Source: an optimization exercise on an open RTL-to-GDS flow (aim: small area). Production flows keep margins and buffers that such runs may drop. Function was checked by simulation only, so behaviour that the tests miss may differ from the original. No activity file was given, so power comes from the tool's default toggle rates.

## the previous run
==> flow/design.v (excerpt) <==
module mbf_engine #(
    parameter NCH   = 3,
    parameter T_IFD = 8      
) (
    input  wire        clk,
    input  wire        rst,
    input  wire        wr_en,
    input  wire [11:0] wr_addr,
    input  wire [31:0] wr_data,
    input  wire        cmd_valid,
    output wire        cmd_ready,
    input  wire [31:0] cmd_word,
    input  wire [15:0] cmd_arg0,
    input  wire [15:0] cmd_arg1,
    output reg         cmd_done,
    output wire [3:0]  cmd_result,
    output wire        cmd_tid_valid,
    output wire [15:0] cmd_tid,
    input  wire        tick,
    input  wire        wm_valid,
    output wire        wm_ready,
    input  wire [15:0] wm_data,
    output wire        tx_valid,
    input  wire        tx_ready,
    output wire [7:0]  tx_data,
    output wire        tx_last,
    output wire [1:0]  tx_ch,
    input  wire        rx_valid,
    input  wire [7:0]  rx_data,
    input  wire        rx_last,
    input  wire        rx_err,
    input  wire        rx_err_io,
    output wire        open_req,
    output wire [1:0]  open_ch,
    output wire        open_kind,
    input  wire        open_ans_valid,
    input  wire [1:0]  open_ans,
    output reg         close_req,
    output wire [1:0]  close_ch,
    output reg         ev_valid,
    output wire [1:0]  ev_ch,
    output wire [3:0]  ev_outcome,
    output wire [15:0] ev_tid,
    output reg         ev_rsp_valid,
    output wire [7:0]  ev_rsp_unit,
    output wire [7:0]  ev_rsp_fc,
    output wire [15:0] ev_rsp_value,
    output wire [7:0]  ev_rsp_exc,
    output wire        busy,
    output reg         overrun,
    output reg         fatal,
    output reg         enable,
    output reg         mbx_valid,
    output wire [5:0]  ch_state
);
Settings: LEC_CHECK=0, CAP_MARGIN=20, CORE_MARGIN=2, CORE_UTILIZATION=70, GPL_TIMING_DRIVEN=0, PLACE_DENSITY=0.8, SLEW_MARGIN=20, BUFFER_PORTS_ARGS=-buffer_cell sky130_fd_sc_hd__buf_1, CTS_ARGS=-sink_clustering_enable -repair_clock_nets -dont_use_dummy_load -buf_list sky130_fd_sc_hd__clkbuf_8 -sink_clustering_size 20 -sink_clustering_max_diameter 70; clock period 10.0 ns.
standard.sh (not shown) runs the stock make flow with config.mk's settings and CLKGATE_MAP_FILE= SYNTH_SCRIPT=/design/flow/synth_recipe.tcl, a recipe that flattens the netlist after the stock synthesis.
==> flow/flow/run.sh <==
#!/bin/bash
# Standard ORFS layout (the standard.sh, synthesis unchanged) with two
# layout choices: the port buffers use the smallest buffer, and clock tree
# synthesis uses clkbuf_8 with larger sink clusters and no dummy loads.
set -euo pipefail
cat >> config.mk <<'EOC'
export BUFFER_PORTS_ARGS = -buffer_cell sky130_fd_sc_hd__buf_1
export CTS_ARGS = -sink_clustering_enable -repair_clock_nets -dont_use_dummy_load -buf_list sky130_fd_sc_hd__clkbuf_8 -sink_clustering_size 20 -sink_clustering_max_diameter 70
EOC
bash standard.sh finish > flow_make.log 2>&1
Having completed the whole flow, the previous run delivered a layout that passed the timing, DRC and antenna checks.
--- input diff the previous run..the current run ---
- CAP_MARGIN changed from 20 to 10
- CTS_ARGS changed from -sink_clustering_enable -repair_clock_nets -dont_use_dummy_load -buf_list sky130_fd_sc_hd__clkbuf_8 -sink_clustering_size 20 -sink_clustering_max_diameter 70 to -sink_clustering_enable -repair_clock_nets -dont_use_dummy_load -buf_list sky130_fd_sc_hd__clkbuf_8 -sink_clustering_size 16 -sink_clustering_max_diameter 60
- SLEW_MARGIN changed from 20 to 10
-- flow/flow/run.sh --
<<< the previous run, line 8
export CTS_ARGS = -sink_clustering_enable -repair_clock_nets -dont_use_dummy_load -buf_list sky130_fd_sc_hd__clkbuf_8 -sink_clustering_size 20 -sink_clustering_max_diameter 70
>>> the current run, line 8
export CTS_ARGS = -sink_clustering_enable -repair_clock_nets -dont_use_dummy_load -buf_list sky130_fd_sc_hd__clkbuf_8 -sink_clustering_size 16 -sink_clustering_max_diameter 60
[compare] base=the previous run new=the current run: share of final-layout standard cells stronger than drive strength 1 decreased 0.22 points, final cell count essentially unchanged, combinational group share of total power decreased 0.3 points, sum of routed wire length over all layers decreased about 0.8%.


== orange ==
Another version of the RTL of mbf_engine (not shown whole).
Size in the first run: ~1900 cells after synthesis, about 750 flip-flops, about 260 I/O pins.
export LEC_CHECK = 0
export CAP_MARGIN = 20
export CORE_MARGIN = 2
export CORE_UTILIZATION = 70
export GPL_TIMING_DRIVEN = 0
export PLACE_DENSITY = 0.8
export SLEW_MARGIN = 20
export BUFFER_PORTS_ARGS = -buffer_cell sky130_fd_sc_hd__buf_1
export CTS_ARGS = -sink_clustering_enable -repair_clock_nets -dont_use_dummy_load -buf_list sky130_fd_sc_hd__clkbuf_8 -sink_clustering_size 12 -sink_clustering_max_diameter 50
create_clock -name core_clock -period 10.0 [get_ports {clk}]
==> flow/flow/run.sh <==
#!/bin/bash
# Standard ORFS layout (the standard.sh, synthesis unchanged) with two
# layout choices: the port buffers use the smallest buffer, and clock tree
# synthesis uses clkbuf_8 with sized sink clusters and no dummy loads.
set -euo pipefail
cat >> config.mk <<'EOC'
export BUFFER_PORTS_ARGS = -buffer_cell sky130_fd_sc_hd__buf_1
export CTS_ARGS = -sink_clustering_enable -repair_clock_nets -dont_use_dummy_load -buf_list sky130_fd_sc_hd__clkbuf_8 -sink_clustering_size 12 -sink_clustering_max_diameter 50
EOC
bash standard.sh finish > flow_make.log 2>&1
## Diff of input files: green against orange
--- a/flow/config.mk
+++ b/flow/config.mk
@@ -8,7 +8,7 @@
 export CAP_MARGIN = 20
 export CORE_MARGIN = 2
-export CORE_UTILIZATION = 70
+export CORE_UTILIZATION = 75
 export GPL_TIMING_DRIVEN = 0
-export PLACE_DENSITY = 0.8
+export PLACE_DENSITY = 0.85
 export SLEW_MARGIN = 20
 export BUFFER_PORTS_ARGS = -buffer_cell sky130_fd_sc_hd__buf_1
==> comparison <==
A capture point of the critical path of tx_data[2] is what orange shows, while tx_data[6] belongs to green. The multi-input gate share of the layout cell area of orange and that of green are within noise of each other. Comparing green with orange, the logic gate share of total power came out essentially unchanged. [green vs orange] overall global routing resource usage: higher in green. Overall via count from detail_route was lower in the run labelled orange. Per the comparison of green with orange, setup slack now sits higher, cell area reported after detailed placement now sits lower, wire length now sits higher.

## port drivers added, routing unchanged
No port has a modelled driver above. Below, the same layouts with a new extraction and two added sets of constraints.
Step 1 sets driving cells, clkbuf_16 on the clock port and buf_2 on the other inputs (assumed; they add their load-dependent delay and slew).
Step 2 adds t to the input delays and takes it off the output delays; t is the mean of the earliest and latest rising clock arrival at the registers after step 1. Input paths then give back, and output paths get back, about the clock's delay inside the block.
a / b / c = ideal / step 1 / step 2; a / b = the first two.
| run | t (ns) | slack for setup (ns) | latest minus earliest clock arrival (ns) | worst slew at a driven data input, ns | pins driven straight from the clock port |
|---|---|---|---|---|---|
| the previous run | 0.721 | 2.634 / 2.579 / 3.299 | 0.099 / 0.099 | 0.08 | 1 |
| the current run | 0.725 | 2.625 / 2.571 / 3.295 | 0.105 / 0.105 | 0.08 | 1 |
| orange | 0.689 | 4.120 / 4.060 / 4.466 | 0.066 / 0.067 | 0.05 | 1 |
| green | 0.686 | 4.286 / 4.231 / 4.597 | 0.081 / 0.081 | 0.08 | 1 |
After both steps setup and hold are still met in every run listed.
